Source: an optimization exercise on an open RTL-to-GDS flow (aim: small area, a short achievable clock period and few clock cycles per item). Production flows keep margins and buffers that such runs may drop.
Only simulation tests tie the RTL to the original design; equivalence was not proved.
Power and IR drop assume default switching activity.

==> design/flow/design.v <==
module xb64_engine (
    input  wire        clk,
    input  wire        rst,
    input  wire        cmd_valid,
    output wire        cmd_ready,
    input  wire [2:0]  cmd_op,
    input  wire [4:0]  cmd_klen,
    input  wire [7:0]  cmd_tlen,
    input  wire        in_valid,
    output wire        in_ready,
    input  wire [7:0]  in_data,
    output wire        out_valid,
    input  wire        out_ready,
    output wire [7:0]  out_data,
    output wire        done,
    output wire [2:0]  err_code,
    output wire [15:0] err_info
);
    localparam [7:0] PAD = 8'h3d;    
    localparam [1:0] P_IDLE = 2'd0, P_KEY = 2'd1, P_TXT = 2'd2;
    function is_b64(input [7:0] b);
        is_b64 = (b >= 8'h41 && b <= 8'h5a) || (b >= 8'h61 && b <= 8'h7a) ||
                 (b >= 8'h30 && b <= 8'h39) || b == 8'h2b || b == 8'h2f;
    endfunction
    function [5:0] b64_idx(input [7:0] b);
        if (b >= 8'h41 && b <= 8'h5a)      b64_idx = b[5:0] - 6'd1;         
        else if (b >= 8'h61 && b <= 8'h7a) b64_idx = b[5:0] - 6'd7;         
        else if (b >= 8'h30 && b <= 8'h39) b64_idx = b[5:0] + 6'd4;         
        else if (b == 8'h2b)               b64_idx = 6'd62;
        else                               b64_idx = 6'd63;
    endfunction
    function [7:0] b64_sym(input [5:0] v);
        if (v < 6'd26)      b64_sym = 8'h41 + {2'b00, v};
        else if (v < 6'd52) b64_sym = 8'h47 + {2'b00, v};
        else if (v < 6'd62) b64_sym = {2'b00, v} - 8'h04;
        else if (v == 6'd62) b64_sym = 8'h2b;
        else                 b64_sym = 8'h2f;
    endfunction
    reg [1:0]   ph;
    reg [2:0]   op;
    reg [4:0]   klen;
    reg [7:0]   tlen;
    reg [7:0]   tcnt;        
    reg         sil;         
    reg [247:0] ring;        
    reg [7:0]   kreg;        
    reg [4:0]   q;           
    reg [4:0]   c;           
    reg [7:0]   a;           
    reg         av;
    reg [7:0]   o, s;        
    reg         ov, sv;
    reg [1:0]   gp;          
    reg [5:0]   lo;          
    reg         padm;        
    reg [23:0]  g;           
    reg         em;          
    reg [1:0]   e;           
    reg [1:0]   elast;       
    reg         dead;        
    reg         prevpad;     
    reg [1:0]   pcnt;        
    reg [7:0]   r;           
    reg [2:0]   code_r;
    reg [15:0]  info_r;
    reg         dpend;       
    reg         done_r;
    wire is_xk  = (op == 3'd0) || (op == 3'd1) || (op == 3'd4);
    wire is_enc = (op == 3'd0) || (op == 3'd2);
    wire is_dec = (op == 3'd1) || (op == 3'd3);
    wire is_bad = (op > 3'd4);
    wire [7:0] tcnt1 = tcnt + 8'd1;
    wire tdone = (tcnt == tlen);
    wire tlast = (tcnt1 == tlen);
    wire fg    = (tcnt[7:2] + 6'd1 == tlen[7:2]);    
    wire [7:0] kx = is_xk ? kreg : 8'h00;
    wire [7:0] kring = ring[{q, 3'b000} +: 8];
    wire klast = (c == klen - 5'd1);
    wire [4:0] q_dec = (q == 5'd0) ? 5'd30 : q - 5'd1;
    wire [5:0] q_sub = {1'b0, q} - {1'b0, klen};
    wire [4:0] q_wrap = q_sub[5] ? q_sub[4:0] + 5'd31 : q_sub[4:0];
    wire run = (ph == P_TXT) && !dpend && !sv;
    wire       d_pad  = (a == PAD);
    wire       d_sym  = is_b64(a);
    wire [5:0] d_idx  = d_sym ? b64_idx(a) : 6'd0;
    wire       d_late = fg && tcnt[1];                  
    wire       d_end  = fg && (tcnt[1:0] == 2'd3);           
    wire       bad_prev = d_end && prevpad && !d_pad;             
    wire       bad_here = (!d_sym && !d_pad) || (d_pad && !d_late);
    wire       bad_now  = bad_prev || bad_here;
    wire [7:0] x = a ^ kx;
    reg  [5:0] esym;
    always @(*) begin
        case (gp)
        2'd0: esym = x[7:2];
        2'd1: esym = tdone ? {lo[1:0], 4'd0} : {lo[1:0], x[7:4]};
        2'd2: esym = tdone ? {lo[3:0], 2'd0} : {lo[3:0], x[7:6]};
        default: esym = lo;
        endcase
    end
    reg [7:0] gsel;
    always @(*) begin
        case (e)
        2'd0: gsel = g[23:16];
        2'd1: gsel = g[21:14];
        default: gsel = g[19:12];
        endcase
    end
    reg        cons;         
    reg        pv;           
    reg [7:0]  y;
    reg        kadv;         
    reg        fin;          
    reg        intake;       
    reg        emit;         
    reg        etail;        
    always @(*) begin
        cons = 1'b0; pv = 1'b0; y = 8'h00; kadv = 1'b0; fin = 1'b0;
        intake = 1'b0; emit = 1'b0; etail = 1'b0;
        if (run) begin
            if (sil) begin
                cons = av && !tdone;
                fin  = tdone;
            end else if (is_enc) begin
                if (gp == 2'd3 && !padm) begin
                    pv = 1'b1;
                    y  = b64_sym(lo);
                end else if (!tdone) begin
                    cons = av;
                    pv   = av;
                    kadv = av;
                    y    = b64_sym(esym);
                end else if (gp == 2'd0 && !padm) begin
                    fin = 1'b1;
                end else begin
                    pv    = 1'b1;
                    etail = 1'b1;
                    y     = padm ? PAD : b64_sym(esym);
                end
            end else if (is_dec) begin
                if (em) begin
                    if (tdone || av) begin
                        emit   = 1'b1;
                        intake = !tdone;
                        pv     = 1'b1;
                        kadv   = 1'b1;
                        y      = gsel ^ kx;
                    end
                end else begin
                    intake = av && !tdone;
                    fin    = tdone;
                end
                cons = intake;
            end else begin
                cons = av && !tdone;
                pv   = cons;
                kadv = cons;
                y    = a ^ kx;
                fin  = tdone;
            end
        end
    end
    wire cons_key = (ph == P_KEY) && av && (c == 5'd0 || q == 5'd0);
    assign in_ready = (ph == P_KEY) ? (!av || (cons_key && (!klast || tlen != 8'd0))) :
                      (ph == P_TXT) ? ((!av && !tdone) || (av && cons && !tlast && !tdone)) :
                      1'b0;
    wire in_fire  = in_valid && in_ready;
    wire cmd_fire = cmd_valid && (ph == P_IDLE);
    wire dgo      = dpend && !sv && (!ov || out_ready);
    assign cmd_ready = (ph == P_IDLE);
    assign out_valid = ov;
    assign out_data  = o;
    assign done      = done_r;
    assign err_code  = code_r;
    assign err_info  = info_r;
    always @(posedge clk)
        ring <= {cons_key ? a : ring[7:0], ring[247:8]};
    always @(posedge clk) begin
        if (rst) begin
            ph     <= P_IDLE;
            av     <= 1'b0;
            ov     <= 1'b0;
            sv     <= 1'b0;
            dpend  <= 1'b0;
            done_r <= 1'b0;
            em     <= 1'b0;
        end else begin
            if (in_fire) begin
                a  <= in_data;
                av <= 1'b1;
            end else if (cons || cons_key) begin
                av <= 1'b0;
            end
            if (sv) begin
                if (out_ready) begin
                    o  <= s;
                    sv <= 1'b0;
                end
            end else if (pv) begin
                if (!ov || out_ready) begin
                    o  <= y;
                    ov <= 1'b1;
                end else begin
                    s  <= y;
                    sv <= 1'b1;
                end
            end else if (out_ready) begin
                ov <= 1'b0;
            end
            done_r <= dgo;
            if (dgo) dpend <= 1'b0;
            if (cons_key) begin
                if (c == 5'd0) kreg <= a;
                if (klast) begin
                    c  <= (klen == 5'd1) ? 5'd0 : 5'd1;
                    q  <= (klen == 5'd1) ? 5'd30 : 5'd0 - klen;
                    ph <= P_TXT;
                end else begin
                    c <= c + 5'd1;
                    q <= 5'd0;
                end
            end else if (kadv) begin
                kreg <= kring;
                if (klast) begin
                    c <= 5'd0;
                    q <= q_wrap;
                end else begin
                    c <= c + 5'd1;
                end
            end else begin
                q <= q_dec;
            end
            if (cmd_fire) begin
                op      <= cmd_op;
                klen    <= cmd_klen;
                tlen    <= (cmd_op > 3'd4) ? 8'd0 : cmd_tlen;
                tcnt    <= 8'd0;
                c       <= 5'd0;
                gp      <= 2'd0;
                padm    <= 1'b0;
                em      <= 1'b0;
                dead    <= 1'b0;
                prevpad <= 1'b0;
                pcnt    <= 2'd0;
                sil     <= (cmd_op > 3'd4) ||
                           ((cmd_op == 3'd0 || cmd_op == 3'd1 || cmd_op == 3'd4) && cmd_klen == 5'd0) ||
                           ((cmd_op == 3'd1 || cmd_op == 3'd3) && cmd_tlen[1:0] != 2'd0);
                if ((cmd_op == 3'd0 || cmd_op == 3'd1 || cmd_op == 3'd4) && cmd_klen != 5'd0)
                    ph <= P_KEY;
                else
                    ph <= P_TXT;
            end
            if (cons) tcnt <= tcnt1;
            if (is_enc && run && !sil) begin
                if (gp == 2'd3 && !padm) begin
                    gp <= 2'd0;
                end else if (!tdone) begin
                    if (av) begin
                        lo <= x[5:0];
                        gp <= gp + 2'd1;
                    end
                end else if (etail) begin
                    padm <= 1'b1;
                    gp   <= gp + 2'd1;
                    if (padm && gp == 2'd3) padm <= 1'b0;
                end
            end
            if (emit) begin
                g <= {g[17:0], intake ? d_idx : 6'd0};
                e <= e + 2'd1;
                if (e == elast) em <= 1'b0;
            end else if (intake) begin
                g <= {g[17:0], d_idx};
            end
            if (intake) begin
                prevpad <= d_pad;
                pcnt    <= !d_pad ? 2'd0 : (pcnt == 2'd3) ? 2'd3 : pcnt + 2'd1;
                if (d_pad && !prevpad) r <= tcnt;
                if (!dead && bad_now) begin
                    dead   <= 1'b1;
                    code_r <= 3'd2;
                    info_r <= bad_prev ? {tcnt - 8'd1, PAD} : {tcnt, a};
                end
                if (tcnt[1:0] == 2'd3 && !dead && !bad_now) begin
                    em    <= 1'b1;
                    e     <= 2'd0;
                    elast <= !d_end ? 2'd2 : !d_pad ? 2'd2 : prevpad ? 2'd0 : 2'd1;
                end
            end
            if (fin) begin
                ph    <= P_IDLE;
                dpend <= 1'b1;
                if (is_bad) begin
                    code_r <= 3'd5;
                    info_r <= {13'd0, op};
                end else if (is_xk && klen == 5'd0) begin
                    code_r <= 3'd3;
                    info_r <= 16'd3;
                end else if (is_dec && tlen[1:0] != 2'd0) begin
                    code_r <= 3'd2;
                    info_r <= {tlen, 8'h00};
                end else if (is_dec && pcnt == 2'd3) begin
                    code_r <= 3'd2;
                    info_r <= {r, PAD};
                end else if (!(is_dec && dead)) begin
                    code_r <= 3'd0;
                    info_r <= 16'd0;
                end
            end
        end
    end
endmodule
==> design/flow/run.sh <==
#!/bin/bash
# synth_recipe.tcl (not shown) runs the flow's synth.tcl, then flattens the netlist and writes it again
# the make line also repeats each setting of config.mk as NAME=value (left out here)
make -C /OpenROAD-flow-scripts/flow DESIGN_CONFIG=/design/flow/config.mk WORK_HOME=/design/flow/orfs CLKGATE_MAP_FILE= SYNTH_SCRIPT=/design/flow/synth_recipe.tcl finish
==> design/flow/config.mk <==
export PLATFORM = sky130hd
export DESIGN_NAME = xb64_engine
export DESIGN_NICKNAME = xb64_engine
export VERILOG_FILES = /design/flow/design.v
export SDC_FILE = /design/flow/constraint.sdc
export NUM_CORES = 4
export LEC_CHECK = 0
export CAP_MARGIN = 20
export CORE_MARGIN = 2
export CORE_UTILIZATION = 40
export SLEW_MARGIN = 20
==> design/flow/constraint.sdc <==
create_clock -name core_clock -period 10.0 [get_ports {clk}]
set_input_delay 2.0000 -clock core_clock [delete_from_list [all_inputs] [get_ports {clk}]]
set_output_delay 2.0000 -clock core_clock [all_outputs]
set_load 0.01 [all_outputs]
==> results.txt <==
number of gates resized after cts 0; Synth Flop Type dfxtp_1; Starting Density 0.404; Syn Std Cell Area 0.0169 mm^2; async set-reset flop share out of synthesis 0; count of pins over their slew limit 0; die height 209 um; Req. time, crit path 8.00 ns; RSZ-0062 raised after global routing no; DR WL/cell 19.1 um; WL final 38.9 mm; Syn Nets 1,505; Clock Pin Slew Worst Setup and Hold Paths 0.06 ns; Hold/Removal Path Class flip-flop to flip-flop; Detailed Place HPWL 26.7 mm; Setup TNS 0 ns; Initial DRT Pass Iterations 7; final setup fails 0; core area 0.0418 mm^2; Routed Antenna Nets 0; met1 Resource Use GR 0.246; initial antenna violation count 0; vias in the first global route 11,296; largest net degree at the start of global routing 70; clk_skew 0.0166 ns; CP Class flip-flop to primary output; layout cells sized above 1 0.125; Clock Tree Buf Depth 3; actual slew at the worst max-slew pin 1.04 ns; Pwr Density 183 mW/mm^2; io pins 60; sequential element share of the synthesized area 0.544; grt met3 use 0.0355; Clock Latency Late Sink 0.55 ns; post-synth cell types 91; final worst-path cycle share 0.540; Site Rows 75; DR iter-0 viols 849; GRT Max-Usage Layer met2; Synth Area in XOR/XNOR 0.0364; post-CTS setup buffers 0; synthesis-to-layout area growth 13.8%; GR Util met2 0.284; cells after synthesis 1,433; root buf cell clkbuf_16; number of synthesized flops with an enable pin 135; worst setup margin 4.60 ns; most frequent cells in the layout dfxtp_1 (256), edfxtp_1 (135), nand2_1 (122); Non-Filler Instances 2,038; Nets 1,541; post-route minimum period 5.40 ns; CP startpoint kind flip-flop; cts bufs inserted 39; first-pass GRT wire length 62.5 mm; run status timing/DRC/antenna clean; Leak Pwr 6.98 nW; Post-Synth Simple-Gate Area 0.118; commonest non-fill, non-tap cell in the layout dfxtp_1; # fillers 3,769; port bufs 59; cts hold-fix bufs 0; Max VDD drop 0.145 mV; post-synthesis compound-gate area fraction 0.126; max-cap viol count 0; CP arrival 3.40 ns; GRT Util Overall 0.179; H-tree depth 2; slew margin rel. 0.304; die width 209 um; top achievable clock speed 185 MHz; Fin. Hold Viols 0; total power 3.51 mW; pre-CTS WS 4.99 ns; fin area 0.0192 mm^2; largest fanout on the critical path 69; Synth Warn # 1; vias per cell 5.52; Adder-Cell Fraction of Synth Area 0.0323; total gr overflow 0; final core utilization 0.460; CTS sink cnt 391; Critical Path End Type primary output; Yosys reg bits 391; Ant. Diodes 0; average instance area after synthesis 11.8 um^2; Die ar. 0.0438 mm^2; combinational family with the most area after synthesis compound AO/OA/AOI/OAI gates; Post-Place Cells 1,966; WHS 0.344 ns; TritonCTS clock tree built; placer congestion estimate 0.879; mux cell area share after synthesis 0.112; DR DRC count 0; placed inst area 0.0179 mm^2; DR vias 11,242
==> state kept, by name (all words and copies together) (netlist names), 3 cells and up <==
| register | cells |
|---|---|
| op | 3 |
| r | 8 |
| ring | 248 |
| g | 24 |
| lo | 6 |
| kreg | 8 |
| a | 8 |
| o | 8 |
| q | 5 |
| code_r | 3 |
| tlen | 8 |
| s | 8 |
| c | 5 |
| info_r | 16 |
| klen | 5 |
| tcnt | 8 |
==> layout make-up <==
type / instances / area [um^2] / area share
clock buffer: 57 / 1130 / 0.0591
clock inverter: 14 / 160 / 0.00834
inverter: 46 / 173 / 0.00899
multi-input combinational: 918 / 7170 / 0.374
sequential: 391 / 9180 / 0.478
tap: 539 / 674 / 0.0351
timing repair buffer: 73 / 703 / 0.0366
==> power breakdown <==
| group | switching [mW] | leakage, nW | internal [mW] |
|---|---|---|---|
| registers | 0.0346 | 3.33 | 1.67 |
| logic | 0.198 | 3.02 | 0.142 |
| clock network | 0.617 | 0.631 | 0.848 |
| total | 0.850 | 6.98 | 2.66 |
==> cells by family after synthesis <==
group | count (synthesis)
buf+inv | 124
mux | 98
flops | 391
xor+xnor | 66
compound gates | 316
simple gates | 395
fa+ha+maj | 43
==> cell usage after synthesis, types with 26 or more instances <==
master    count  area, um^2
dfxtp_1     256        5120
edfxtp_1    135        4050
nand2_1     122         458
nor2_1       88         330
a21oi_1      81         405
mux4_2       72        1620
o21ai_0      65         325
clkbuf_1     49         184
inv_1        44         165
xnor2_1      43         377
ha_1         42         526
nand3_1      42         210
mux2i_1      26         260
==> layer usage <==
metal	part of all wire	vias up	wire [um]
met5	0	-	0
met4	0.030	0	1180
met3	0.058	75	2250
met2	0.45	281	17500
met1	0.46	5514	17900
li1	-	5372	-
==> worst paths after layout <==
| path | start | endpoint | slack (ns) | cells past startpoint |
|---|---|---|---|---|
| max reg2reg | op[2]$_DFFE_PP_ | o[3]$_DFFE_PP_ | 5.43 | 11 |
| max | q[1]$_DFFE_PP_ | in_ready | 4.60 | 9 |
| min | ring[198]$_DFF_P_ | ring[190]$_DFF_P_ | 0.34 | 0 |
| min reg2reg | ring[198]$_DFF_P_ | ring[190]$_DFF_P_ | 0.34 | 0 |
==> worst max-delay path, stage by stage (launching register included) <==
cell             delay, ns
edfxtp_1              0.32
buf_4                 0.74
inv_1                 0.11
ha_1                  0.23
nand2b_1              0.13
nor3_1                0.09
nor2_1                0.26
a221oi_1              0.17
a41o_1                0.31
clkdlybuf4s50_1       0.50
Testbench counts, summed over its fixed seeds: cycles 28,186, bytes 23,804.

## afterwards: timing with drivers on the ports
No port has a modelled driver above. Below, the same layout with a new extraction and two added sets of constraints. Step 1 (the two cells are an assumption about what drives the block):
set clk [get_ports {clk}]
set_driving_cell -lib_cell sky130_fd_sc_hd__clkbuf_16 $clk
set_driving_cell -lib_cell sky130_fd_sc_hd__buf_2 [delete_from_list [all_inputs] $clk]
Step 2 also shifts input and output timing later by t, the mid clock arrival at the registers, as if the neighbouring blocks saw the same clock. a / b / c = ideal ports / drivers / drivers and shift; a / b = the first two.
t (ns): 0.598
setup WS [ns]: 4.596 / 4.543 / 5.141
worst setup path at the end: register to output
worst register clock-pin slew, ns: 0.07 / 0.07
worst slew at a driven data input, ns: 0.04
After both steps setup and hold are still met in this run. For this run, drivers alone change the setup slack by -0.053 ns; drivers and shift together by +0.545 ns.
